What follows belongs to an exercise in optimizing a design on an open flow for small area; a production flow would make more cautious choices.
In this exercise RTL edits were held to simulation tests only and were not proved equivalent to the original.
No activity file was given, so power comes from the tool's default toggle rates.

==> flow/design.v <==
module sfr_div (
    input  wire clk,
    input  wire en,       
    input  wire first,    
    input  wire cin0,     
    input  wire a,
    input  wire k,
    output wire sum,
    output wire cout
);
    reg  cy;
    wire ci = first ? cin0 : cy;
    assign sum  = a ^ k ^ ci;
    assign cout = (a & k) | (a & ci) | (k & ci);
    always @(posedge clk)
        if (en) cy <= cout;
endmodule
module sfr_top (
    input  wire        clk,
    input  wire        rst,
    input  wire        evt_valid,
    input  wire [31:0] evt_data,
    output wire        evt_ready,
    output wire        rec_valid,
    output wire [2:0]  rec_port,
    output wire        rec_last,
    output wire [7:0]  rec_data,
    output wire [15:0] status,
    output wire [31:0] config_word,
    output wire [31:0] baud_word,
    output wire [31:0] stage_word
);
    localparam [7:0] STX = 8'h02;
    localparam [2:0] P_ANY = 3'd3, P_TXP = 3'd4;
    localparam [1:0] RX_START = 2'd0, RX_LEN = 2'd1, RX_BODY = 2'd2;
    localparam [1:0] TX_IDLE = 2'd0, TX_WAIT = 2'd1, TX_SEND = 2'd2;
    localparam [2:0] R_NONE = 3'd0, R_OK = 3'd1, R_BCC = 3'd2, R_LEN = 3'd3,
                     R_LINE = 3'd4, R_TIMEOUT = 3'd5;
    localparam [1:0] F_TX_BUSY = 2'd1, F_CONFIG = 2'd2, F_ILLEGAL = 2'd3;
    localparam [23:0] C_RESID = 24'd158400;
    localparam [23:0] K_RESP  = 24'd211199;
    localparam [3:0] S_IDLE = 4'd0, S_MUL = 4'd1, S_TICK = 4'd2, S_RBL = 4'd3,
                     S_WR = 4'd4, S_EMW = 4'd5, S_EMH = 4'd6, S_EMA = 4'd7,
                     S_EMB = 4'd8;
    reg        run;
    reg [1:0]  rx_state;
    reg [5:0]  body_count;
    reg [1:0]  tx_state;
    reg [2:0]  last_result;
    reg        fault;
    reg [1:0]  fault_cause;
    reg [4:0]  cfg_node;
    reg [3:0]  cfg_en;
    reg [23:0] cfg_baud;
    reg [23:0] baud_stage;
    reg [5:0]  lge;         
    reg [5:0]  tx_len;
    reg [7:0]  bcc_acc;
    reg [2:0]  cls;         
    reg [3:0]  seq;
    reg [2:0]  pp;          
    reg [4:0]  p;           
    reg [5:0]  q;           
    reg        pa;          
    reg        r_exp, s_exp;
    reg [23:0] ra, rb;      
    reg [8*63-1:0] rxr, txr;
    assign status      = {5'd0, fault_cause, fault, last_result, run, tx_state, rx_state};
    assign config_word = {20'd0, cfg_en, 3'd0, cfg_node};
    assign baud_word   = {8'd0, cfg_baud};
    assign stage_word  = {8'd0, baud_stage};
    wire [3:0] op = evt_data[31:28];
    wire [7:0] d  = evt_data[7:0];
    reg legal;
    always @(*) begin
        case (op)
            4'h1:    legal = (evt_data[27:8] == 20'd0);
            4'h2:    legal = (evt_data[27:2] == 26'd0) && (evt_data[1:0] != 2'd3);
            4'h3:    legal = (evt_data[27:0] == 28'd0);
            4'h4:    legal = (evt_data[27:0] == 28'd0);
            4'h5:    legal = (evt_data[27:24] == 4'd0);
            4'h6:    legal = (evt_data[27:12] == 16'd0) && (evt_data[7:5] == 3'd0);
            4'h7:    legal = (evt_data[27:0] == 28'd0);
            default: legal = 1'b0;
        endcase
    end
    wire resid_armed  = (rx_state == RX_BODY);
    wire is_last_body = (body_count + 6'd1 == lge);
    assign evt_ready  = (seq == S_IDLE);
    wire accept = evt_valid && evt_ready;
    wire [7:0] rx_out = rxr[8*62 +: 8];
    wire [7:0] tx_out = txr[8*62 +: 8];
    wire       src_tx = (pp == P_TXP);
    wire [7:0] cur    = src_tx ? tx_out : rx_out;
    wire [7:0] prev   = src_tx ? txr[7:0] : rxr[7:0];
    wire [5:0] len    = src_tx ? tx_len : lge;
    wire       len64  = (len == 6'd0);
    wire [7:0] lenb   = {1'b0, len64, len};
    wire       em_last = (q + 6'd1 == len) || (q == 6'd0 && len64);
    wire       emitting = (seq == S_EMW && q == 6'd61) || seq == S_EMH ||
                          seq == S_EMA || seq == S_EMB;
    reg  [7:0] em_byte;
    always @(*) begin
        case (seq)
            S_EMW:   em_byte = STX;
            S_EMH:   em_byte = lenb;
            S_EMA:   em_byte = cur ^ STX ^ lenb;
            default: em_byte = em_last ? prev : (cur ^ prev);
        endcase
    end
    assign rec_valid = emitting && (pp != P_ANY || cfg_en[3]);
    assign rec_port  = pp;
    assign rec_last  = (seq == S_EMB) && em_last;
    assign rec_data  = em_byte;
    wire rx_wr = (seq == S_WR) && q == body_count;
    wire tx_cp = (seq == S_EMA || seq == S_EMB) && pp == P_ANY && cls[2];
    wire [7:0] rx_in = rx_wr ? bcc_acc : rx_out;
    wire [7:0] tx_in = tx_cp ? rx_out : tx_out;
    always @(posedge clk) begin
        rxr <= {rxr[8*62-1:0], rx_in};
        txr <= {txr[8*62-1:0], tx_in};
    end
    wire in_pass = (seq == S_MUL) || (seq == S_TICK) || (seq == S_RBL);
    wire p0      = (p == 5'd0);
    wire go      = in_pass && (pa || p0);
    wire pdone   = go && (p == 5'd23);
    wire b       = cfg_baud[p];
    wire mul     = (seq == S_MUL);
    wire ra_en   = go && (mul || (seq == S_TICK && resid_armed && !r_exp));
    wire rb_en   = go && (seq == S_TICK) && tx_state == TX_WAIT && !s_exp;
    wire ra_sum, ra_co, rb_sum, rb_co;
    sfr_div u_ra (.clk(clk), .en(go), .first(p0), .cin0(!mul),
                  .a(ra[0] | (mul && body_count == 6'd0)),
                  .k(mul ? C_RESID[p] : !b), .sum(ra_sum), .cout(ra_co));
    sfr_div u_rb (.clk(clk), .en(go), .first(p0), .cin0(1'b1),
                  .a(rb[0]), .k(!b), .sum(rb_sum), .cout(rb_co));
    always @(posedge clk) begin
        ra <= {ra_en ? ra_sum : ra[0], ra[23:1]};
        rb <= {(go && seq == S_RBL) ? K_RESP[p] : rb_en ? rb_sum : rb[0], rb[23:1]};
        pa <= go && !pdone;
    end
    wire mir = cls[2];
    always @(posedge clk) begin
        if (rst) begin
            run         <= 1'b0;
            rx_state    <= RX_START;
            tx_state    <= TX_IDLE;
            last_result <= R_NONE;
            fault       <= 1'b0;
            fault_cause <= 2'd0;
            cfg_node    <= 5'd0;
            cfg_en      <= 4'd0;
            cfg_baud    <= 24'd0;
            baud_stage  <= 24'd0;
            seq         <= S_IDLE;
            p           <= 5'd0;
            q           <= 6'd0;
        end else begin
            p <= (p == 5'd23) ? 5'd0 : p + 5'd1;
            q <= (q == 6'd62) ? 6'd0 : q + 6'd1;
            case (seq)
            S_IDLE: if (accept && !fault) begin
                if (!legal) begin
                    fault       <= 1'b1;
                    fault_cause <= F_ILLEGAL;
                end else begin
                    case (op)
                    4'h1: if (run) begin
                        case (rx_state)
                        RX_START: if (d == STX) rx_state <= RX_LEN;
                        RX_LEN: if (d >= 8'd2 && d <= 8'd64) begin
                            lge        <= d[5:0];
                            body_count <= 6'd0;
                            bcc_acc    <= STX ^ d;
                            r_exp      <= 1'b0;
                            rx_state   <= RX_BODY;
                            seq        <= S_MUL;
                        end else begin
                            last_result <= R_LEN;
                            rx_state    <= RX_START;
                                        end
                        default: if (!is_last_body) begin
                            bcc_acc    <= bcc_acc ^ d;
                            seq        <= S_WR;
                            if (body_count == 6'd0) begin
                                if (d[7])                              cls <= 3'd2;
                                else if (d[6] && d[4:0] == cfg_node)   cls <= 3'd4;
                                else if (d[5])                         cls <= 3'd1;
                                else if (d[4:0] == cfg_node)           cls <= 3'd0;
                                else                                   cls <= 3'd3;
                            end
                        end else begin
                            rx_state    <= RX_START;
                                            if (bcc_acc != d) begin
                                last_result <= R_BCC;
                            end else begin
                                last_result <= R_OK;
                                if (mir && tx_state != TX_IDLE) begin
                                    fault       <= 1'b1;
                                    fault_cause <= F_TX_BUSY;
                                end else begin
                                    if (mir) begin
                                        tx_state <= TX_WAIT;
                                        tx_len   <= lge;
                                        s_exp    <= 1'b0;
                                    end
                                    if (!mir && cls != 3'd3 && cfg_en[cls[1:0]]) begin
                                        pp  <= cls;
                                        seq <= S_EMW;
                                    end else if (mir || cfg_en[3]) begin
                                        pp  <= P_ANY;
                                        seq <= S_EMW;
                                    end
                                end
                            end
                        end
                        endcase
                    end
                    4'h2: if (run) begin
                        if (rx_state != RX_START)
                            last_result <= R_LINE;
                        rx_state    <= RX_START;
                                end
                    4'h3: begin
                        if (resid_armed && r_exp) begin
                            last_result <= R_TIMEOUT;
                            rx_state    <= RX_START;
                                        end
                        if (tx_state == TX_WAIT && s_exp) begin
                            tx_state <= TX_SEND;
                            pp       <= P_TXP;
                            seq      <= S_EMW;
                        end else begin
                            seq      <= S_TICK;
                        end
                    end
                    4'h4: if (tx_state == TX_SEND) tx_state <= TX_IDLE;
                    4'h5: baud_stage <= evt_data[23:0];
                    4'h6: begin
                        run         <= 1'b0;
                        rx_state    <= RX_START;
                                    if (tx_state == TX_WAIT) tx_state <= TX_IDLE;
                        if (baud_stage < 24'd155) begin
                            fault       <= 1'b1;
                            fault_cause <= F_CONFIG;
                        end else begin
                            cfg_node    <= evt_data[4:0];
                            cfg_en      <= evt_data[11:8];
                            cfg_baud    <= baud_stage;
                            last_result <= R_NONE;
                            run         <= 1'b1;
                        end
                    end
                    default: begin
                        run         <= 1'b0;
                        rx_state    <= RX_START;
                                    if (tx_state == TX_WAIT) tx_state <= TX_IDLE;
                    end
                    endcase
                end
            end
            S_MUL: if (pdone) begin
                if (is_last_body) begin
                    body_count <= 6'd0;
                    seq        <= S_IDLE;
                end else begin
                    body_count <= body_count + 6'd1;
                end
            end
            S_TICK: if (pdone) begin
                if (ra_en) r_exp <= !ra_co;
                if (rb_en) s_exp <= !rb_co;
                seq <= S_IDLE;
            end
            S_RBL: if (pdone) seq <= S_IDLE;
            S_WR: if (rx_wr) begin
                body_count <= body_count + 6'd1;
                seq        <= S_IDLE;
            end
            S_EMW: if (q == 6'd61) seq <= S_EMH;
            S_EMH: seq <= S_EMA;
            S_EMA: seq <= S_EMB;
            S_EMB: if (em_last) begin
                if (src_tx) begin
                    seq <= S_TICK;
                end else if (pp != P_ANY && cfg_en[3]) begin
                    pp  <= P_ANY;
                    seq <= S_EMW;
                end else if (pp == P_ANY && mir) begin
                    seq <= S_RBL;
                end else begin
                    seq <= S_IDLE;
                end
            end
            default: seq <= S_IDLE;
            endcase
        end
    end
endmodule
==> flow/flow/run.sh <==
#!/bin/bash
# Standard ORFS layout (the standard.sh, standard synthesis unchanged) with
# two placement/CTS options changed:
#  - port buffers use the smallest buffer (buf_1) instead of the default pick;
#  - CTS uses larger sink clusters and no dummy loads.
# All tool output goes to standard.log here; ORFS's own per-step logs stay
# under orfs/logs.
set -euo pipefail
cd "$(dirname "$0")/.."
CTS="-sink_clustering_enable -repair_clock_nets -dont_use_dummy_load"
CTS="$CTS -buf_list sky130_fd_sc_hd__clkbuf_8 -sink_clustering_size 16 -sink_clustering_max_diameter 60"
bash standard.sh \
  "BUFFER_PORTS_ARGS=-buffer_cell sky130_fd_sc_hd__buf_1" \
  "CTS_ARGS=$CTS" \
  finish > standard.log 2>&1
==> flow/standard.sh <==
#!/bin/bash
# synth_recipe.tcl (not shown) runs the flow's synth.tcl, then flattens the netlist and writes it again
# the make line also repeats each setting of config.mk as NAME=value (left out here)
make -C /OpenROAD-flow-scripts/flow DESIGN_CONFIG=/design/flow/config.mk WORK_HOME=/design/flow/orfs CLKGATE_MAP_FILE= SYNTH_SCRIPT=/design/flow/synth_recipe.tcl "${@:-finish}"
==> flow/config.mk <==
export PLATFORM = sky130hd
export DESIGN_NAME = sfr_top
export DESIGN_NICKNAME = sfr_top
export VERILOG_FILES = /design/flow/design.v
export SDC_FILE = /design/flow/constraint.sdc
export NUM_CORES = 4
export LEC_CHECK = 0
export CAP_MARGIN = 20
export CORE_MARGIN = 2
export CORE_UTILIZATION = 70
export SLEW_MARGIN = 20
==> flow/constraint.sdc <==
create_clock -name core_clock -period 10.0 [get_ports {clk}]
set_input_delay 2.0000 -clock core_clock [delete_from_list [all_inputs] [get_ports {clk}]]
set_output_delay 2.0000 -clock core_clock [all_outputs]
set_load 0.01 [all_outputs]
==> results.toml, run 1 <==
[placed_design]
hpwl_um = 32900
numPortBuffers = 116
place.gp.congestion = 0.876
placed_area_um2 = 29800

[global_route]
grt.met3_usage = 0.0513
grt_overflow = 0
grt_pass1_wl_um = 80000
grt_pass1_vias = 14100
grt_max_degree = 89
use_met1 = 0.340
grt_use_met2 = 0.374
antenna_found_initial = 3
grt_usage = 0.240
gr-max-usage-layer = "met2"

[timing]
tightest_slew_ns = 1.02
clock.fmax_mhz = 171
slew_viol_final = 0
hold_violations = 0
setup_viol = 0
fin_crit_ns = 5.85
finalClockSkew_ns = 0.0698
relSlewSlack = 0.317
period_share = 0.585
whs_ns = 0.284
finalSetupTns_ns = 0
rsz0062_at_grt = "false"

[floorplan]
start_util = 0.710
die_area_um2 = 43200
coreArea_um2 = 40900
die_width_um = 208
io_pins = 161
rows = 74
dieHeight_um = 208

[worst_setup_path]
startpoint_type = "flip-flop"
worstPathMaxFanout = 29
crit_arrival_ns = 3.85
slowest_stage = "nand4_1"
max_stage_delay_ns = 0.50
critical_path_class = "reg -> out"
endpoint_kind = "output port"
cp_top_family = "simple AND/OR/NAND/NOR gates"
crit_path_cell_trace = "nor3b_2, buf_4, mux2i_1, or3_1, nand4_1, o211ai_1, xnor2_1, a21oi_1, buf_1"
cp.required_ns = 8.00
rrSetupSlack_ns = 6.20
critPathBufInv = 2

[clock_network]
path_clk_slew_ns = 0.09
cts_sinks = 1176
cts_resized = 0
cts_root_buf = "clkbuf_8"
htreeDepth = 3
cts_tree = "yes"
insertion_delay_ns = 0.67
numCtsBuffers = 85
cts_hold_buffers = 0
post_cts_buffers = 0
clock_path_buffers = 3

[finish]
seqCellArea_um2 = 23900
drive_gt1_frac = 0.0602
design_area_um2 = 30900
fin_nets = 2192
n_antenna_cell = 0
n_fill_cell = 2387
multi_input_area_um2 = 4630
area_delta_synth_final_pct = 6.44

[routing]
antenna_left = 0
wire_per_inst_um = 19.1
firstDrtPassIters = 7
vias_per_cell = 5.17
drc = 0
wl_um = 51200
routed-via-count = 13800
drtIter0Drc = 1118

[flow_run]
cap_violations = 0

[yosys]
ys_seq_elements = 1176
synth.most_common_cell = "dfxtp_1"
synthCells = 2003
synth_common_cells = "1140 x dfxtp_1, 120 x nand2_1, 82 x nor2_1"
synth.area.top_cells = "dfxtp_1 79%, edfxtp_1 3.7%, nand2_1 1.5%"
synth_edf_count = 36
synth_top_area_frac = 0.785
synth_top_area_cell = "dfxtp_1"
ys_warn_count = 2
netlist_area_um2 = 29100
ys.flop_type = "dfxtp_1"
ys_types = 75
syn_avg_cell_area_um2 = 14.5
async_flop_share = 0
seq_area_frac_synth = 0.822

[pwr]
vdd_drop_max_uv = 152
p_leak_nw = 11.7
p_per_area_nw_per_um2 = 221
p_total_mw = 6.85

[hold_path]
hp-class = "reg -> reg"

[outcome]
status = "timing/DRC/antenna clean"
## layout make-up
cell class | count | share of cell area
flip-flops and latches | 1176 | 0.773
multi-input cells | 741 | 0.150
clock buffers | 85 | 0.0378
well taps | 532 | 0.0215
repair buffers | 123 | 0.0158
inverters | 19 | 0.00231
## where the power goes
part / leakage (nW) / internal [mW] / switching [mW] / total (mW)
clock network: 0.611 / 0.764 / 1.30 / 2.06
logic: 1.60 / 0.0233 / 0.0521 / 0.0754
registers: 9.51 / 4.70 / 0.00773 / 4.71
total: 11.7 / 5.49 / 1.36 / 6.85
## logic make-up (layout without fill, tap and decap cells)
logic type               count (synthesis)  count (layout)  share of synthesized area
adder cells (fa/ha/maj)                 11              11                    0.00525
flip-flops                            1176            1176                      0.822
AO/OA/AOI/OAI                          183             183                     0.0403
XOR/XNOR                                65              65                     0.0196
multiplexers                            65              65                     0.0249
buffers and inverters                  129             227                     0.0242
AND/OR/NAND/NOR                        373             373                     0.0632
other                                    1              44                   0.000129
## per-stage QoR
| step | utilization | worst slack [ns] | std cells |
|---|---|---|---|
| after CTS | 0.756 | 4.13 | 2676 |
| after detailed placement | 0.727 | 4.40 | 2591 |
| after global placement | 0.727 | 4.58 | 2591 |
| after floorplan | - | 5.13 | 2046 |
| after global routing | 0.756 | 3.75 | 2676 |
| final | 0.756 | 4.15 | 2676 |
## worst paths after layout
path / to / from / depth (start not counted)
max: rec_data[5] / pp[0] / 9
min: rxr[497] / rxr[489] / 0
max reg2reg: pp[2] / pp[0] / 8
min reg2reg: rxr[497] / rxr[489] / 0
## sequential cells by signal, indices dropped and copies added (netlist names), 4 cells and up
register / count
rxr: 504
txr: 504
baud_stage: 24
cfg_baud: 24
ra: 24
rb: 24
bcc_acc: 8
body_count: 6
lge: 6
q: 6
tx_len: 6
cfg_node: 5
p: 5
cfg_en: 4
seq: 4
## per-layer routing
layer	vias up	wire (µm)
met5	-	11
met4	2	1400
met3	103	3040
met2	434	23400
met1	6549	23400
li1	6747	-
## placed cells by master, fill, tap and decap left out, types with 7 or more instances in the layout
| cell type | netlist | final |
|---|---|---|
| dfxtp_1 | 1140 | 1140 |
| nand2_1 | 120 | 120 |
| buf_1 | 2 | 115 |
| clkbuf_8 | 0 | 85 |
| nor2_1 | 82 | 82 |
| a21oi_1 | 66 | 66 |
| xnor2_1 | 44 | 44 |
| conb_1 | 1 | 44 |
| mux2i_1 | 42 | 42 |
| nand3_1 | 38 | 38 |
| edfxtp_1 | 36 | 36 |
| o21ai_0 | 32 | 32 |
| nor3_1 | 26 | 26 |
| xor2_1 | 21 | 21 |
| o211ai_1 | 20 | 20 |
| mux2_2 | 19 | 19 |
| inv_1 | 18 | 18 |
| nor4_1 | 18 | 16 |
| nand2b_1 | 14 | 14 |
| nand4_1 | 10 | 10 |
| a31oi_1 | 9 | 9 |
| ha_1 | 9 | 9 |
| or4_1 | 8 | 8 |
| nor2b_1 | 7 | 7 |
| nor3b_1 | 8 | 7 |
| o221ai_1 | 7 | 7 |
| buf_4 | 47 | 7 |
==> run 2, diff against run 1 <==
--- a/flow/design.v
+++ b/flow/design.v
@@ -42,5 +42,5 @@
     localparam [3:0] S_IDLE = 4'd0, S_MUL = 4'd1, S_TICK = 4'd2, S_RBL = 4'd3,
                      S_WR = 4'd4, S_EMW = 4'd5, S_EMH = 4'd6, S_EMA = 4'd7,
-                     S_EMB = 4'd8;
+                     S_EMB = 4'd8, S_INIT = 4'd9;
     reg        run;
     reg [1:0]  rx_state;
@@ -140,4 +140,8 @@
         pa <= go && !pdone;
     end
+    wire start_ok = (seq == S_IDLE) && accept && !fault && legal && op == 4'h6 &&
+                    !(baud_stage < 24'd155);
+    always @(posedge clk)
+        if (seq == S_INIT || start_ok) cfg_baud <= baud_stage;
     wire mir = cls[2];
     always @(posedge clk) begin
@@ -151,7 +155,6 @@
             cfg_node    <= 5'd0;
             cfg_en      <= 4'd0;
-            cfg_baud    <= 24'd0;
             baud_stage  <= 24'd0;
-            seq         <= S_IDLE;
+            seq         <= S_INIT;
             p           <= 5'd0;
             q           <= 6'd0;
@@ -247,5 +250,4 @@
                             cfg_node    <= evt_data[4:0];
                             cfg_en      <= evt_data[11:8];
-                            cfg_baud    <= baud_stage;
                             last_result <= R_NONE;
                             run         <= 1'b1;
--- a/flow/flow/run.sh
+++ b/flow/flow/run.sh
@@ -9,7 +9,8 @@
 cd "$(dirname "$0")/.."
 CTS="-sink_clustering_enable -repair_clock_nets -dont_use_dummy_load"
-CTS="$CTS -buf_list sky130_fd_sc_hd__clkbuf_8 -sink_clustering_size 16 -sink_clustering_max_diameter 60"
+CTS="$CTS -buf_list sky130_fd_sc_hd__clkbuf_4 -sink_clustering_size 10 -sink_clustering_max_diameter 30"
 bash standard.sh \
   "BUFFER_PORTS_ARGS=-buffer_cell sky130_fd_sc_hd__buf_1" \
   "CTS_ARGS=$CTS" \
+  SKIP_REPAIR_TIE_FANOUT=1 \
   finish > standard.log 2>&1
--- a/flow/config.mk
+++ b/flow/config.mk
@@ -8,4 +8,4 @@
 export CAP_MARGIN = 20
 export CORE_MARGIN = 2
-export CORE_UTILIZATION = 70
+export CORE_UTILIZATION = 75
 export SLEW_MARGIN = 20
==> run 2 against run 1 <==
Net effect:
- register-to-register slack improved by 0.28 ns
- routed wire length decreased by 5.7%
- combinational power increased to 4.5 times the previous value
- critical path depth increased by 1
- synthesized cell count fell by 6.1%
- sequential power up 4%
- clock power down 3%
- global-route usage increased by 1.2 points
- area after synthesis decreased by 0.96%
==> results.toml, run 2 <==
[timing]
tightest_slew_ns = 1.07
finalSetupTns_ns = 0
slew_viol_final = 0
setup_ws_ns = 3.95
fin_crit_ns = 6.05
relSlewSlack = 0.286
setup_viol = 0
finalClockSkew_ns = 0.0827
period_share = 0.605
rsz0062_at_grt = "false"
hold_violations = 0
clock.fmax_mhz = 165

[worst_setup_path]
cp.required_ns = 8.00
crit_arrival_ns = 4.05
startpoint_type = "flip-flop"
endpoint_kind = "output port"
worstPathMaxFanout = 24
critical_path_class = "reg -> out"

[clock_network]
cts_tree = "yes"
cts_hold_buffers = 0
cts_root_buf = "clkbuf_4"
htreeDepth = 4
path_clk_slew_ns = 0.10
clock_path_buffers = 3
cts_resized = 0
cts_sinks = 1176
numCtsBuffers = 151
insertion_delay_ns = 0.81
post_cts_buffers = 0

[yosys]
synthCells = 1881
async_flop_share = 0
ys_types = 76
ys_warn_count = 2
synth_top_area_cell = "dfxtp_1"
netlist_area_um2 = 28800
synth_top_area_frac = 0.776
seq_area_frac_synth = 0.839
ys.flop_type = "dfxtp_1"
synth.most_common_cell = "dfxtp_1"
ys_seq_elements = 1176
syn_avg_cell_area_um2 = 15.3
synth_common_cells = "1116 x dfxtp_1, 86 x nor2_1, 67 x nand2_1"
synth_edf_count = 60
synth.area.top_cells = "dfxtp_1 78%, edfxtp_1 6.3%, mux2i_1 1.4%"

[routing]
routed-via-count = 13700
vias_per_cell = 5.31
drc = 0
firstDrtPassIters = 6
drtIter0Drc = 1010
antenna_left = 0
wire_per_inst_um = 18.7
wl_um = 48300

[pwr]
p_leak_nw = 11.9
p_per_area_nw_per_um2 = 237
p_total_mw = 7.22
vdd_drop_max_uv = 189

[placed_design]
hpwl_um = 30800
place.gp.congestion = 0.928
place_ws_ns = 4.60
numPortBuffers = 116
dp_cells = 2421
placed_area_um2 = 29300

[hold_path]
hp-class = "reg -> reg"

[finish]
fin_nets = 2109
design_area_um2 = 30500
final_cell_count_no_fill = 2575
multi_input_area_um2 = 4020
drive_gt1_frac = 0.0990
top_regs = "rxr (504), txr (504)"
final_cell_mix = "1116 x dfxtp_1, 151 x clkbuf_4, 115 x buf_1"
area_delta_synth_final_pct = 5.96
final_common_cell = "dfxtp_1"
seqCellArea_um2 = 24100
n_fill_cell = 2033

[floorplan]
die_width_um = 200
coreArea_um2 = 37800
die_area_um2 = 40000
start_util = 0.762
io_pins = 161
dieHeight_um = 200
rows = 71

[global_route]
antenna_found_initial = 3
gr-max-usage-layer = "met2"
grt_pass1_wl_um = 75800
grt_usage = 0.251
grt_overflow = 0
grt_pass1_vias = 14200
grt_use_met2 = 0.402
grt_max_degree = 64
grt.met3_usage = 0.0684
use_met1 = 0.338

[outcome]
status = "timing/DRC/antenna clean"

[flow_run]
cap_violations = 0
==> run 2: per-stage QoR <==
| step | utilization | hold slack (ns) |
|---|---|---|
| after global placement | 0.777 | 0.311 |
| after global routing | 0.808 | 0.257 |
| final | 0.808 | 0.273 |
| after CTS | 0.807 | 0.261 |
| after detailed placement | 0.777 | 0.312 |
| after floorplan | - | 0.310 |
==> run 2: layer usage <==
metal	wire length, µm	up-vias
li1	-	6512
met1	21100	6518
met2	22700	568
met3	3730	72
met4	772	0
met5	0	-
==> run 2: cells by family (layout without fill, tap and decap cells) <==
group / after synthesis / after routing / share of synthesized area
XOR/XNOR: 59 / 59 / 0.0189
AO/OA/AOI/OAI: 149 / 149 / 0.0346
AND/OR/NAND/NOR: 306 / 306 / 0.0541
adder cells (fa/ha/maj): 11 / 11 / 0.00530
multiplexers: 66 / 66 / 0.0265
flip-flops: 1176 / 1176 / 0.839
other: 1 / 4 / 0.000130
buffers and inverters: 113 / 293 / 0.0217
==> run 2: worst max-delay path, cell delays in order (launching register included) <==
cell	delay, ns
edfxtp_1	0.47
nor3b_4	0.23
buf_4	0.34
mux2i_1	0.38
and3_1	0.25
and3_1	0.44
a21oi_4	0.15
nand2_1	0.23
nor3_1	0.07
or4_1	0.56
buf_1	0.16
==> run 2: power breakdown <==
part	internal [mW]	total (mW)	switching, mW	leakage, nW
clock	0.697	2.00	1.30	0.695
sequential	4.82	4.88	0.0637	9.56
combinational	0.116	0.339	0.223	1.67
total	5.63	7.22	1.59	11.9
==> run 2: cell type report <==
type / count / area share
Sequential cell: 1176 / 0.792
Antenna cell: 3 / 0.000246
Inverter: 21 / 0.00258
Clock buffer: 151 / 0.0372
Multi-Input combinational cell: 592 / 0.132
Tap cell: 511 / 0.0210
Timing Repair Buffer: 121 / 0.0155
==> run 2: final timing paths <==
path / startpoint / end / slack [ns] / cells after the start
worst min-delay path: rxr[30] / rxr[38] / 0.27 / 0
worst max register to register: body_count[0] / pp[0] / 6.48 / 9
worst max-delay path: pp[0] / rec_data[7] / 3.95 / 10
worst min register to register: rxr[30] / rxr[38] / 0.27 / 0
==> run 3, diff against run 2 <==
--- a/flow/flow/run.sh
+++ b/flow/flow/run.sh
@@ -13,4 +13,3 @@
   "BUFFER_PORTS_ARGS=-buffer_cell sky130_fd_sc_hd__buf_1" \
   "CTS_ARGS=$CTS" \
-  SKIP_REPAIR_TIE_FANOUT=1 \
   finish > standard.log 2>&1
==> run 3 against run 2 <==
Net effect:
- sequential power barely moved
- fmax shrank 2.3%
- flip-flop and latch count did not move
- first-iteration DRC count shrank 22%
- clock power grew 2%
- routed wire length is 7.5% higher
- largest power group unchanged
- clock skew fell by 0.00064 ns
- largest cell class unchanged
==> results.toml, run 3 <==
[timing]
fin_crit_ns = 6.20
rsz0062_at_grt = "false"
finalSetupTns_ns = 0
period_share = 0.620
setup_ws_ns = 3.80
setup_viol = 0
finalClockSkew_ns = 0.0820
hold_violations = 0
tightest_slew_ns = 0.919
whs_ns = 0.278
clock.fmax_mhz = 161
relSlewSlack = 0.381
slew_viol_final = 0

[yosys]
synthSimpleGateAreaFrac = 0.0541
ys_seq_elements = 1176
synth_edf_count = 60
muxShareOfSynthArea = 0.0265
synth_compound_area_frac = 0.0346
synthCells = 1881
synth.area.top_cells = "dfxtp_1 78%, edfxtp_1 6.3%, mux2i_1 1.4%"
syn_avg_cell_area_um2 = 15.3
synth_top_family_by_area = "simple AND/OR/NAND/NOR gates"
ys_types = 76
seq_area_frac_synth = 0.839
synth_top_area_cell = "dfxtp_1"
synth_top_area_frac = 0.776
ys.flop_type = "dfxtp_1"
async_flop_share = 0
synth.most_common_cell = "dfxtp_1"
netlist_area_um2 = 28800
synth-adder-area-share = 0.00530
synth_common_cells = "1116 x dfxtp_1, 86 x nor2_1, 67 x nand2_1"
ys_warn_count = 2
synth-xor-area-share = 0.0189

[routing]
drc = 0
wl_um = 51900
wire_per_inst_um = 19.8
drtIter0Drc = 783
firstDrtPassIters = 5
antenna_left = 0
routed-via-count = 13900
vias_per_cell = 5.29

[clock_network]
clock_path_buffers = 3
cts_sinks = 1176
cts_tree = "yes"
insertion_delay_ns = 0.85
cts_hold_buffers = 0
cts_root_buf = "clkbuf_4"
post_cts_buffers = 0
htreeDepth = 4
cts_resized = 0
path_clk_slew_ns = 0.09
numCtsBuffers = 152

[worst_setup_path]
max_stage_delay_ns = 0.58
endpoint_kind = "output port"
rr_endpoint = "bcc_acc[0]"
startpoint_type = "flip-flop"
crit_path_cell_trace = "nor3b_4, buf_4, mux2i_1, and3_1, and3_1, a21oi_4, nand2_1, nor3_1, or4_1, buf_1"
r2r_start = "seq[0]"
crit_arrival_ns = 4.20
rrSetupSlack_ns = 6.49
slowest_stage = "or4_1"
cp.required_ns = 8.00
worstPathMaxFanout = 24
critPathMostFrequentCell = "and3_1"
critical_path_class = "reg -> out"
r2r_cells = 7

[hold_path]
whs_path_depth = 0
min-delay-start = "rxr[10]"
whs_endpoint = "rxr[18]"
hp-class = "reg -> reg"

[global_route]
grt_pass1_vias = 14300
antenna_found_initial = 3
grt_max_degree = 64
grt_pass1_wl_um = 79900
grt_usage = 0.270
grt_overflow = 0

[flow_run]
cap_violations = 0

[pwr]
p_leak_nw = 12.1
p_per_area_nw_per_um2 = 236
vdd_drop_max_uv = 174

[placed_design]
numPortBuffers = 116
place.gp.congestion = 0.895
hpwl_um = 32800
place_ws_ns = 4.44

[outcome]
status = "timing/DRC/antenna clean"

[finish]
multi_input_area_um2 = 4180
seqCellArea_um2 = 24100
final_common_cell = "dfxtp_1"
final_cell_mix = "1116 x dfxtp_1, 152 x clkbuf_4, 115 x buf_1"
drive_gt1_frac = 0.0978
fin_nets = 2154
top_regs = "rxr (504), txr (504)"
area_delta_synth_final_pct = 6.58
n_fill_cell = 1952

[floorplan]
coreArea_um2 = 37800
io_pins = 161
die_area_um2 = 40000
rows = 71
die_width_um = 200
start_util = 0.762
dieHeight_um = 200
==> run 3: cell counts after synthesis <==
Identical to the previous run, type by type.
==> run 3: metal layers <==
metal	routed length, µm	global-route usage	up-vias	part of all wire
li1	-	-	6549	-
met1	21300	0.338	6601	0.41
met2	25400	0.447	592	0.49
met3	3920	0.0800	120	0.075
met4	1330	0.0999	0	0.026
met5	0	0	-	0
==> run 3: cell families (layout without fill, tap and decap cells) <==
logic type,count (synthesis),in the layout
flip-flops,1176,1176
AND/OR/NAND/NOR,306,306
AO/OA/AOI/OAI,149,149
buffers and inverters,113,295
multiplexers,66,66
XOR/XNOR,59,59
adder cells (fa/ha/maj),11,11
other,1,47
==> run 3: critical path, delay by kind of cell (launching register included) <==
family,cells,cell delay [ns]
DFF,1,0.45
muxes,1,0.39
AOI/OAI and AO/OA,1,0.16
buffers and inverters,2,0.51
and+or+nand+nor,6,1.87
==> run 3: area by class of cell <==
| type | count | area share |
|---|---|---|
| Sequential cell | 1176 | 0.787 |
| Multi-Input combinational cell | 635 | 0.136 |
| Clock buffer | 152 | 0.0372 |
| Tap cell | 511 | 0.0208 |
| Timing Repair Buffer | 122 | 0.0157 |
| Inverter | 21 | 0.00257 |
| Antenna cell | 3 | 0.000245 |
==> run 3: power breakdown <==
part	internal [mW]	switching [mW]
logic	0.115	0.219
registers	4.82	0.0611
clock network	0.700	1.34
total	5.63	1.62
==> run 3: stage by stage <==
step / cells / util / total power [mW] / area (µm²)
floorplan: 1924 / - / 5.20 / 28900
global placement: 2464 / 0.782 / 5.29 / 29500
detailed placement: 2464 / 0.782 / 5.31 / 29500
CTS: 2616 / 0.812 / 7.30 / 30700
global route: 2618 / 0.812 / 7.53 / 30700
finish: 2620 / 0.812 / 7.25 / 30700
==> run 3: how the worst max path moves through the flow <==
stage / startpoint / endpoint / slack (ns) / cells after the start
after floorplan: pp[0] / rec_data[7] / 5.36 / 8
after global placement: evt_data[30] / cfg_baud[22] / 4.60 / 6
after detailed placement: evt_data[30] / cfg_baud[22] / 4.44 / 6
after CTS: pp[0] / rec_data[7] / 3.78 / 10
after global routing: pp[1] / rec_data[7] / 3.55 / 10
final: pp[0] / rec_data[7] / 3.80 / 10
==> run 4, diff against run 3 <==
--- a/flow/flow/run.sh
+++ b/flow/flow/run.sh
@@ -9,5 +9,5 @@
 cd "$(dirname "$0")/.."
 CTS="-sink_clustering_enable -repair_clock_nets -dont_use_dummy_load"
-CTS="$CTS -buf_list sky130_fd_sc_hd__clkbuf_4 -sink_clustering_size 10 -sink_clustering_max_diameter 30"
+CTS="$CTS -buf_list sky130_fd_sc_hd__clkbuf_16 -sink_clustering_size 26 -sink_clustering_max_diameter 40"
 bash standard.sh \
   "BUFFER_PORTS_ARGS=-buffer_cell sky130_fd_sc_hd__buf_1" \
==> run 4 against run 3 <==
Net effect:
- still clean on timing, DRC and antenna
- utilization is 2.7 points higher
- clock-buffer cell count fell by 66
- sequential share of layout area fell by 2.5 points
- via count grew 2.9%
- critical endpoint is now rec_data[5]
==> results.toml, run 4 <==
[routing]
routed-via-count = 14300
drc = 0
wl_um = 58500
wire_per_inst_um = 22.9
antenna_left = 0
vias_per_cell = 5.59
firstDrtPassIters = 6
drtIter0Drc = 1169

[floorplan]
start_util = 0.762
coreArea_um2 = 37800
io_pins = 161
die_area_um2 = 40000
rows = 71
dieHeight_um = 200
die_width_um = 200

[timing]
setup_viol = 0
fin_crit_ns = 6.42
rsz0062_at_grt = "false"
whs_ns = 0.259
slew_viol_final = 0
finalClockSkew_ns = 0.0667
relSlewSlack = 0.267
clock.fmax_mhz = 156
period_share = 0.642
finalSetupTns_ns = 0
tightest_slew_ns = 1.09
hold_violations = 0

[finish]
final_cell_mix = "1116 x dfxtp_1, 115 x buf_1, 86 x nor2_1, 86 x clkbuf_16, 67 x nand2_1"
area_delta_synth_final_pct = 10.1
drive_gt1_frac = 0.0687
top_regs = "rxr (504), txr (504)"
design_area_um2 = 31700
fin_nets = 2087
fin_util = 0.839
final_common_cell = "dfxtp_1"

[yosys]
synth_top_area_frac = 0.776
ys_seq_elements = 1176
ys.flop_type = "dfxtp_1"
ys_types = 76
syn_avg_cell_area_um2 = 15.3
synth_common_cells = "1116 x dfxtp_1, 86 x nor2_1, 67 x nand2_1"
synth.most_common_cell = "dfxtp_1"
seq_area_frac_synth = 0.839
netlist_area_um2 = 28800
async_flop_share = 0
synthCells = 1881
synth.area.top_cells = "dfxtp_1 78%, edfxtp_1 6.3%, mux2i_1 1.4%"
synth_top_area_cell = "dfxtp_1"
ys_warn_count = 2
synth_edf_count = 60

[worst_setup_path]
rr_endpoint = "pp[1]"
rrSetupSlack_ns = 6.19
startpoint_type = "flip-flop"
worstPathMaxFanout = 24
endpoint_kind = "output port"
crit_arrival_ns = 4.42
r2r_start = "pp[0]"
critical_path_class = "reg -> out"
cp.required_ns = 8.00
r2r_cells = 8

[clock_network]
insertion_delay_ns = 0.62
post_cts_buffers = 0
clock_path_buffers = 3
htreeDepth = 3
cts_root_buf = "clkbuf_16"
numCtsBuffers = 86
cts_tree = "yes"
cts_hold_buffers = 0
cts_resized = 0
path_clk_slew_ns = 0.11
cts_sinks = 1176

[global_route]
grt_pass1_vias = 15000
grt.met3_usage = 0.0721
grt_use_met2 = 0.512
antenna_found_initial = 1
grt_pass1_wl_um = 89500
gr-max-usage-layer = "met2"
grt_overflow = 0
use_met1 = 0.379
grt_max_degree = 64
grt_usage = 0.303

[hold_path]
whs_endpoint = "txr[330]"
hp-class = "reg -> reg"
whs_path_depth = 0
min-delay-start = "txr[322]"

[pwr]
p_per_area_nw_per_um2 = 259
p_leak_nw = 12.4
vdd_drop_max_uv = 199

[placed_design]
hpwl_um = 32800
place.gp.congestion = 0.895
numPortBuffers = 116
placed_area_um2 = 29500

[outcome]
status = "timing/DRC/antenna clean"

[flow_run]
cap_violations = 0
## run 4: final cells by class
type / instances / area [µm²]
Tap cell: 511 / 639
Timing Repair Buffer: 121 / 474
Multi-Input combinational cell: 635 / 4190
Sequential cell: 1176 / 24100
Clock buffer: 86 / 2150
Inverter: 21 / 78.8
Antenna cell: 4 / 10.0
Fill cell: 1672 / 6070
## run 4: power by group
| part | switching [mW] | leakage, nW | total [mW] | internal [mW] |
|---|---|---|---|---|
| sequential | 0.0632 | 9.56 | 4.88 | 4.82 |
| combinational | 0.235 | 1.81 | 0.352 | 0.116 |
| clock | 1.47 | 1.06 | 2.98 | 1.52 |
## run 4: through the flow
step | worst slack (ns) | power, mW | instances
after global placement | 4.60 | 5.29 | 2464
after CTS | 3.75 | 8.24 | 2550
after floorplan | 5.36 | 5.20 | 1924
after detailed placement | 4.44 | 5.31 | 2464
after global routing | 3.53 | 8.45 | 2550
final | 3.58 | 8.22 | 2554
## run 4: critical path, cell delays in order, from the launching register on
cell and delay [ns]:
edfxtp_1 0.45, nor3b_4 0.22, buf_4 0.37, mux2i_2 0.46, xnor3_1 0.45, nor3_2 0.14
and2_1 0.32, o311ai_0 0.71, o311a_1 0.35, o21ai_0 0.16, buf_1 0.21
## run 4: cells by family after synthesis
| group | share of synthesized area |
|---|---|
| other | 0.000130 |
| AO/OA/AOI/OAI | 0.0346 |
| multiplexers | 0.0265 |
| adder cells (fa/ha/maj) | 0.00530 |
| flip-flops | 0.839 |
| buffers and inverters | 0.0217 |
| AND/OR/NAND/NOR | 0.0541 |
| XOR/XNOR | 0.0189 |
## run 4: metal layers
layer,up-vias,wire [µm]
met5,-,13
met4,2,2540
met3,214,4740
met2,815,28900
met1,6840,22300
li1,6394,-
## run 4: worst max path at each step
stage	endpoint	slack, ns	from	depth (start not counted)
2_1_floorplan	rec_data[7]	5.36	pp[0]	8
3_3_place_gp	cfg_baud[22]	4.60	evt_data[30]	6
3_5_place_dp	cfg_baud[22]	4.44	evt_data[30]	6
4_1_cts	rec_data[7]	3.75	pp[0]	10
5_1_grt	rec_data[7]	3.53	pp[0]	10
6_report	rec_data[5]	3.58	pp[0]	10
==> run 5, diff against run 4 <==
==> flow/flow/run.sh (replaced) <==
#!/bin/bash
# Standard ORFS layout (the standard.sh, standard synthesis unchanged) with
# three placement/CTS options changed to save cell area:
#  - port buffers use the smallest buffer (buf_1) instead of the default pick;
#  - CTS builds small clusters of clkbuf_4 and inserts no dummy loads;
#  - the tie cell made by synthesis is not split into one per load.
# All tool output goes to standard.log here; ORFS's own per-step logs stay
# under orfs/logs.
set -euo pipefail
cd "$(dirname "$0")/.."
CTS="-sink_clustering_enable -repair_clock_nets -dont_use_dummy_load"
CTS="$CTS -buf_list sky130_fd_sc_hd__clkbuf_4 -sink_clustering_size 10 -sink_clustering_max_diameter 30"
bash standard.sh \
  "BUFFER_PORTS_ARGS=-buffer_cell sky130_fd_sc_hd__buf_1" \
  "CTS_ARGS=$CTS" \
  SKIP_REPAIR_TIE_FANOUT=1 \
  finish > standard.log 2>&1
==> run 5 against run 4 <==
Net effect:
- critical endpoint is now rec_data[7]
- critical path depth unchanged
- via count down 4.2%
- routed wire length down 17%
- worst setup slack better by 0.36 ns
- register-to-register slack better by 0.29 ns
==> results.toml, run 5 <==
[routing]
antenna_left = 0
vias_per_cell = 5.31
routed-via-count = 13700
drc = 0
drtIter0Drc = 1010
wl_um = 48300
firstDrtPassIters = 6
wire_per_inst_um = 18.7

[worst_setup_path]
critPathMostFrequentCell = "and3_1"
startpoint_type = "flip-flop"
r2r_start = "body_count[0]"
slowest_stage = "or4_1"
crit_path_start = "pp[0]"
endpoint_kind = "output port"
critPathBufInv = 2
crit_arrival_ns = 4.05
rrSetupSlack_ns = 6.48
cp.required_ns = 8.00
crit_path_cell_trace = "nor3b_4, buf_4, mux2i_1, and3_1, and3_1, a21oi_4, nand2_1, nor3_1, or4_1, buf_1"
worstPathMaxFanout = 24
max_stage_delay_ns = 0.56
cp_top_family = "simple AND/OR/NAND/NOR gates"
critical_path_class = "reg -> out"

[global_route]
grt_pass1_wl_um = 75800
grt_pass1_vias = 14200
grt_overflow = 0
grt_max_degree = 64
grt_usage = 0.251
antenna_found_initial = 3

[outcome]
status = "timing/DRC/antenna clean"

[placed_design]
numPortBuffers = 116
place.gp.congestion = 0.928
hpwl_um = 30800

[yosys]
synthCells = 1881
synth_top_area_frac = 0.776
ys_seq_elements = 1176
synth.most_common_cell = "dfxtp_1"
async_flop_share = 0
seq_area_frac_synth = 0.839
ys_types = 76
synth_edf_count = 60
ys.flop_type = "dfxtp_1"
ys_warn_count = 2
synth.area.top_cells = "dfxtp_1 78%, edfxtp_1 6.3%, mux2i_1 1.4%"
synth_common_cells = "1116 x dfxtp_1, 86 x nor2_1, 67 x nand2_1"
netlist_area_um2 = 28800
syn_avg_cell_area_um2 = 15.3
synth_top_area_cell = "dfxtp_1"

[floorplan]
rows = 71
io_pins = 161
die_area_um2 = 40000
start_util = 0.762
dieHeight_um = 200
coreArea_um2 = 37800
die_width_um = 200

[timing]
fin_crit_ns = 6.05
tightest_slew_ns = 1.07
relSlewSlack = 0.286
finalSetupTns_ns = 0
slew_viol_final = 0
whs_ns = 0.273
rsz0062_at_grt = "false"
clock.fmax_mhz = 165
setup_viol = 0
finalClockSkew_ns = 0.0827
period_share = 0.605
hold_violations = 0

[pwr]
p_per_area_nw_per_um2 = 237
p_leak_nw = 11.9
p_total_mw = 7.22
vdd_drop_max_uv = 189

[hold_path]
hp-class = "reg -> reg"
min-delay-start = "rxr[30]"

[clock_network]
clock_path_buffers = 3
cts_sinks = 1176
insertion_delay_ns = 0.81
cts_hold_buffers = 0
cts_tree = "yes"
cts_root_buf = "clkbuf_4"
numCtsBuffers = 151
cts_resized = 0
path_clk_slew_ns = 0.10
post_cts_buffers = 0
htreeDepth = 4

[finish]
area_delta_synth_final_pct = 5.96
top_regs = "rxr (504), txr (504)"
n_fill_cell = 2033
multi_input_area_um2 = 4020
fin_nets = 2109
drive_gt1_frac = 0.0990
seqCellArea_um2 = 24100
final_cell_mix = "1116 x dfxtp_1, 151 x clkbuf_4, 115 x buf_1"
final_common_cell = "dfxtp_1"

[flow_run]
cap_violations = 0
==> run 5: cell types whose count changed in the layout (fill, tap and decap cells not counted) <==
cell       delta
clkbuf_4    +151
clkbuf_16    -86
conb_1       -43
a21oi_1       +1
a21oi_2       -1
diode_2       -1
==> run 5: per-layer routing <==
layer	GRT usage	vias up	part of all wire
met4	0.0820	0	0.016
met1	0.338	6518	0.44
li1	-	6512	-
met3	0.0684	72	0.077
met5	0	-	0
met2	0.402	568	0.47
==> run 5: logic make-up after synthesis <==
group                      synth area share
xor gates and xnor gates             0.0189
AOI/OAI and AO/OA                    0.0346
and+or+nand+nor                      0.0541
other                              0.000130
muxes                                0.0265
adders and majority gates           0.00530
buffers and inverters                0.0217
DFF                                   0.839
==> run 5: worst reg2reg max path, stage by stage, from the launching register on <==
cell,delay (ns)
edfxtp_1,0.51
ha_1,0.28
xnor2_1,0.28
xnor2_1,0.12
nor3_1,0.20
nand4_1,0.45
nand2b_1,0.33
a2111oi_2,0.38
nand2b_1,0.12
a2111oi_2,0.48
==> run 5: path summary, 6_finish.rpt <==
check,endpoint,cells past startpoint
hold / removal,rxr[38],0
hold reg to reg,rxr[38],0
setup / recovery,rec_data[7],10
setup reg to reg,pp[0],9
==> run 5: per-stage QoR <==
stage                     instances  setup WS, ns  area, µm²  utilization
after floorplan                1881          5.36      28800            -
after global placement         2421          4.78      29300        0.777
after detailed placement       2421          4.60      29300        0.777
after CTS                      2572          3.86      30500        0.807
after global routing           2574          3.67      30500        0.808
final                          2575          3.95      30500        0.808
==> run 5: area by class of cell <==
cell class | count | area share
sequential | 1176 | 0.792
timing repair buffer | 121 | 0.0155
inverter | 21 | 0.00258
antenna | 3 | 0.000246
clock buffer | 151 | 0.0372
multi-input combinational | 592 | 0.132
tap | 511 | 0.0210
==> run 5: report_power, final <==
part / internal [mW] / leakage (nW) / switching [mW] / total (mW)
sequential: 4.82 / 9.56 / 0.0637 / 4.88
combinational: 0.116 / 1.67 / 0.223 / 0.339
clock: 0.697 / 0.695 / 1.30 / 2.00
==> run 6, diff against run 5 <==
--- a/flow/config.mk
+++ b/flow/config.mk
@@ -8,4 +8,4 @@
 export CAP_MARGIN = 20
 export CORE_MARGIN = 2
-export CORE_UTILIZATION = 75
+export CORE_UTILIZATION = 80
 export SLEW_MARGIN = 20
==> run 6 against run 5 <==
Net effect:
- still clean
- critical path depth unchanged
- global-route usage up 4.7 points
- sequential power about the same
- synthesized cell count unchanged
- design area down 0.35%
- power about the same
- flip-flop and latch count unchanged
- utilization up 4.9 points
- combinational power about the same
- area after synthesis unchanged
- clock-buffer cell count down 4
- die area down 6.1%
- critical endpoint unchanged
==> results.toml, run 6 <==
[clock_network]
insertion_delay_ns = 0.84
cts_resized = 0
numCtsBuffers = 147
cts_tree = "yes"
cts_hold_buffers = 0
htreeDepth = 4
path_clk_slew_ns = 0.10
cts_root_buf = "clkbuf_4"
cts_sinks = 1176
clock_path_buffers = 3
post_cts_buffers = 0

[finish]
area_delta_synth_final_pct = 5.59
final_common_cell = "dfxtp_1"
n_fill_cell = 1548
drive_gt1_frac = 0.0968
top_regs = "rxr (504), txr (504)"
final_cell_mix = "1116 x dfxtp_1, 147 x clkbuf_4, 115 x buf_1"
fin_nets = 2103

[timing]
period_share = 0.624
setup_ws_ns = 3.76
rsz0062_at_grt = "false"
finalSetupTns_ns = 0
hold_violations = 0
finalClockSkew_ns = 0.0766
clock.fmax_mhz = 160
setup_viol = 0
relSlewSlack = 0.292
fin_crit_ns = 6.24
slew_viol_final = 0
tightest_slew_ns = 1.06

[yosys]
synth_top_area_frac = 0.776
synth.most_common_cell = "dfxtp_1"
syn_avg_cell_area_um2 = 15.3
netlist_area_um2 = 28800
synth_top_area_cell = "dfxtp_1"
synth_common_cells = "1116 x dfxtp_1, 86 x nor2_1, 67 x nand2_1"
synth.area.top_cells = "dfxtp_1 78%, edfxtp_1 6.3%, mux2i_1 1.4%"
synth_edf_count = 60
async_flop_share = 0
ys_seq_elements = 1176
seq_area_frac_synth = 0.839
ys_types = 76
ys.flop_type = "dfxtp_1"
ys_warn_count = 2
synthCells = 1881

[routing]
wl_um = 54700
routed-via-count = 14200
antenna_left = 0
drtIter0Drc = 1399
vias_per_cell = 5.66
drc = 0
firstDrtPassIters = 7
wire_per_inst_um = 21.7

[placed_design]
numPortBuffers = 116
hpwl_um = 36100
place_ws_ns = 4.61
place.gp.congestion = 0.945

[global_route]
grt_pass1_wl_um = 84900
grt_overflow = 0
grt_usage = 0.299
grt_max_degree = 64
antenna_found_initial = 3
grt_pass1_vias = 15000

[floorplan]
dieHeight_um = 194
start_util = 0.811
io_pins = 161
die_area_um2 = 37500
rows = 69
coreArea_um2 = 35500
die_width_um = 194

[worst_setup_path]
worstPathMaxFanout = 24
crit_arrival_ns = 4.24
startpoint_type = "flip-flop"
rr_endpoint = "bcc_acc[2]"
r2r_cells = 6
cp.required_ns = 8.00
critical_path_class = "reg -> out"
crit_path_start = "pp[1]"
endpoint_kind = "output port"
rrSetupSlack_ns = 6.13
r2r_start = "seq[0]"

[pwr]
p_leak_nw = 11.9
p_per_area_nw_per_um2 = 238
vdd_drop_max_uv = 197

[flow_run]
cap_violations = 0

[hold_path]
min-delay-start = "rb[15]"
whs_endpoint = "rb[14]"
hp-class = "reg -> reg"
whs_path_depth = 0

[outcome]
status = "timing/DRC/antenna clean"
==> run 6: cell counts after synthesis <==
Identical to the previous run, type by type.
==> run 6: cell type report <==
class / instances / area [µm²] / area share
sequential: 1176 / 24100 / 0.794
multi-input combinational: 592 / 4030 / 0.132
clock buffer: 147 / 1100 / 0.0363
tap: 461 / 577 / 0.0190
timing repair buffer: 119 / 459 / 0.0151
inverter: 21 / 78.8 / 0.00259
antenna: 2 / 5.00 / 0.000165
==> run 6: logic make-up after synthesis <==
group	count (synthesis)	share of synthesized area
other	1	0.000130
AND/OR/NAND/NOR	306	0.0541
AO/OA/AOI/OAI	149	0.0346
buffers and inverters	113	0.0217
flip-flops	1176	0.839
multiplexers	66	0.0265
XOR/XNOR	59	0.0189
adder cells (fa/ha/maj)	11	0.00530
==> run 6: worst max-delay path: stages, from the launching register on <==
cell      delay, ns
edfxtp_1       0.49
nor3b_4        0.21
buf_4          0.37
mux2i_1        0.39
and3_1         0.27
and3_1         0.48
a21oi_4        0.18
nand2_1        0.24
nor3_1         0.07
or4_1          0.56
buf_1          0.17
==> run 6: worst max-delay path by stage <==
stage,to
2_1_floorplan,rec_data[7]
4_1_cts,rec_data[7]
5_1_grt,rec_data[7]
3_3_place_gp,cfg_baud[21]
3_5_place_dp,cfg_baud[20]
6_report,rec_data[7]
==> run 6: metrics by stage <==
step,util,hold WS [ns],total power [mW],cell area (µm²),cells
floorplan,-,0.310,5.20,28800,1881
global placement,0.825,0.312,5.29,29300,2369
detailed placement,0.825,0.312,5.32,29300,2369
CTS,0.856,0.283,7.25,30400,2516
global route,0.856,0.285,7.47,30400,2517
finish,0.857,0.278,7.22,30400,2518
==> run 6: metal layers <==
metal / wire [µm] / track usage / vias to the layer above
met5: 13 / 0 / -
met4: 2250 / 0.131 / 2
met3: 5020 / 0.0840 / 206
met2: 26400 / 0.489 / 848
met1: 21000 / 0.375 / 6702
li1: - / - / 6486
==> run 6: power by group <==
group	switching, mW	internal [mW]
registers	0.0847	4.82
logic	0.222	0.115
clock network	1.30	0.679
==> run 7, diff against run 6 <==
--- a/flow/flow/run.sh
+++ b/flow/flow/run.sh
@@ -10,5 +10,5 @@
 cd "$(dirname "$0")/.."
 CTS="-sink_clustering_enable -repair_clock_nets -dont_use_dummy_load"
-CTS="$CTS -buf_list sky130_fd_sc_hd__clkbuf_4 -sink_clustering_size 10 -sink_clustering_max_diameter 30"
+CTS="$CTS -buf_list sky130_fd_sc_hd__clkbuf_4 -sink_clustering_size 12 -sink_clustering_max_diameter 30"
 bash standard.sh \
   "BUFFER_PORTS_ARGS=-buffer_cell sky130_fd_sc_hd__buf_1" \
==> run 7 against run 6 <==
Net effect:
- synthesized cell count unchanged
- area after synthesis stayed put
- clock skew about the same
- global-route usage shrank 0.39 points
- design area fell by 0.26%
- utilization shrank 0.22 points
- power decreased by 0.87%
- hold slack worse by 0.0088 ns
- fmax grew 0.31%
- first-iteration DRC count fell by 6.6%
==> results.toml, run 7 <==
[finish]
final_cell_mix = "1116 x dfxtp_1, 137 x clkbuf_4, 115 x buf_1"
drive_gt1_frac = 0.0924
top_regs = "rxr (504), txr (504)"
design_area_um2 = 30300
fin_nets = 2093
final_common_cell = "dfxtp_1"
area_delta_synth_final_pct = 5.33

[clock_network]
numCtsBuffers = 137
cts_hold_buffers = 0
cts_sinks = 1176
post_cts_buffers = 0
cts_tree = "yes"
htreeDepth = 4
clock_path_buffers = 3
cts_root_buf = "clkbuf_4"
path_clk_slew_ns = 0.10
cts_resized = 0
insertion_delay_ns = 0.84

[routing]
wl_um = 53900
routed-via-count = 14200
drc = 0
wire_per_inst_um = 21.5
drtIter0Drc = 1307
vias_per_cell = 5.66
firstDrtPassIters = 27
antenna_left = 0

[timing]
fin_crit_ns = 6.22
hold_violations = 0
relSlewSlack = 0.292
clock.fmax_mhz = 161
setup_viol = 0
finalClockSkew_ns = 0.0768
period_share = 0.622
tightest_slew_ns = 1.06
finalSetupTns_ns = 0
slew_viol_final = 0
rsz0062_at_grt = "false"

[yosys]
synth_common_cells = "1116 x dfxtp_1, 86 x nor2_1, 67 x nand2_1"
synth_top_area_cell = "dfxtp_1"
async_flop_share = 0
synth_top_area_frac = 0.776
ys_seq_elements = 1176
ys.flop_type = "dfxtp_1"
ys_warn_count = 2
seq_area_frac_synth = 0.839
netlist_area_um2 = 28800
synth_edf_count = 60
synth.most_common_cell = "dfxtp_1"
synth.area.top_cells = "dfxtp_1 78%, edfxtp_1 6.3%, mux2i_1 1.4%"
ys_types = 76
synthCells = 1881
syn_avg_cell_area_um2 = 15.3

[hold_path]
hp-class = "reg -> reg"

[placed_design]
place.gp.congestion = 0.945
placed_area_um2 = 29300
hpwl_um = 36100
numPortBuffers = 116

[global_route]
grt_pass1_vias = 14800
grt_usage = 0.295
grt_pass1_wl_um = 83800
grt_max_degree = 64
grt_overflow = 0
antenna_found_initial = 4

[worst_setup_path]
cp_top_family = "simple AND/OR/NAND/NOR gates"
crit_path_cell_trace = "nor3b_4, buf_4, mux2i_2, xnor3_1, nor3_2, and2_1, nor3_1, xor2_1, o22ai_1, buf_1"
crit_arrival_ns = 4.22
critical_path_class = "reg -> out"
endpoint_kind = "output port"
startpoint_type = "flip-flop"
max_stage_delay_ns = 0.50
critPathBufInv = 2
worstPathMaxFanout = 24
slowest_stage = "edfxtp_1"
cp.required_ns = 8.00

[outcome]
status = "timing/DRC/antenna clean"

[floorplan]
die_area_um2 = 37500
die_width_um = 194
coreArea_um2 = 35500
io_pins = 161
dieHeight_um = 194
start_util = 0.811
rows = 69

[pwr]
p_per_area_nw_per_um2 = 236
p_leak_nw = 11.8
vdd_drop_max_uv = 195

[flow_run]
cap_violations = 0
run 7: cell types whose count changed in the layout (fill, tap and decap cells not counted), sizes merged:
cell | before | now
clkbuf | 148 | 138
diode | 2 | 1
run 7: power by group:
group	switching (mW)	leakage, nW	internal [mW]
Sequential	0.0831	9.56	4.82
Combinational	0.223	1.66	0.115
Clock	1.28	0.630	0.635
Total	1.59	11.8	5.57
run 7: routing by layer:
layer / vias up / global-route usage / routed length (µm)
met5: - / 0 / 23
met4: 4 / 0.118 / 1970
met2: 838 / 0.486 / 26100
met1: 6690 / 0.366 / 20800
met3: 188 / 0.0918 / 5050
li1: 6469 / - / -
run 7: path summary, 6_finish.rpt:
| check | start | cells past startpoint | slack (ns) | to |
|---|---|---|---|---|
| max | pp[1] | 10 | 3.78 | rec_data[1] |
| min reg2reg | rb[3] | 0 | 0.27 | rb[2] |
| min | rb[3] | 0 | 0.27 | rb[2] |
| max reg2reg | seq[0] | 6 | 6.13 | bcc_acc[2] |
run 7: per-stage QoR:
step	util	setup WS, ns	cells	power, mW	hold WS, ns
2_1_floorplan	-	5.36	1881	5.20	0.310
3_3_place_gp	0.825	4.72	2369	5.29	0.312
3_5_place_dp	0.825	4.61	2369	5.32	0.312
4_1_cts	0.854	3.82	2506	7.18	0.287
5_1_grt	0.854	3.55	2507	7.41	0.275
6_report	0.854	3.78	2507	7.16	0.269
run 7: final cells by class:
type | instances | area (µm²)
antenna | 1 | 2.50
clock buffer | 137 | 1030
fill | 1584 | 5170
inverter | 21 | 78.8
multi-input combinational | 592 | 4030
sequential | 1176 | 24100
tap | 461 | 577
timing repair buffer | 119 | 459
run 7: cells by family (layout without fill, tap and decap cells):
kind of cell | after synthesis | after routing | share of synthesized area
DFF | 1176 | 1176 | 0.839
and+or+nand+nor | 306 | 306 | 0.0541
AOI/OAI and AO/OA | 149 | 149 | 0.0346
buffers and inverters | 113 | 277 | 0.0217
muxes | 66 | 66 | 0.0265
xor gates and xnor gates | 59 | 59 | 0.0189
adders and majority gates | 11 | 11 | 0.00530
other | 1 | 2 | 0.000130

static timing again, ports no longer ideal:
Ports are ideal in the flow. The routed layouts listed here were re-timed in OpenROAD. Step 1 sets driving cells, clkbuf_16 on the clock port and buf_2 on the other inputs (assumed; they add their load-dependent delay and slew). Step 2 times the ports against the registers' clock, not the clock port: input delays grow and output delays shrink by t, the midpoint of the rising clock arrivals with the driver on. Slacks: no drivers / after step 1 / after step 2; pairs: no drivers / after step 1.
run | t (ns) | setup WS [ns] | cell pins on the clock port's net
run 1 | 0.687 | 4.150 / 4.097 / 4.369 | 1
run 2 | 0.831 | 3.945 / 3.891 / 4.687 | 1
run 3 | 0.861 | 3.800 / 3.749 / 4.428 | 1
run 4 | 0.656 | 3.582 / 3.523 / 4.179 | 1
run 5 | 0.831 | 3.945 / 3.891 / 4.687 | 1
run 6 | 0.852 | 3.760 / 3.710 / 4.403 | 1
run 7 | 0.857 | 3.779 / 3.721 / 4.458 | 1
After both steps every run listed still meets setup and hold.
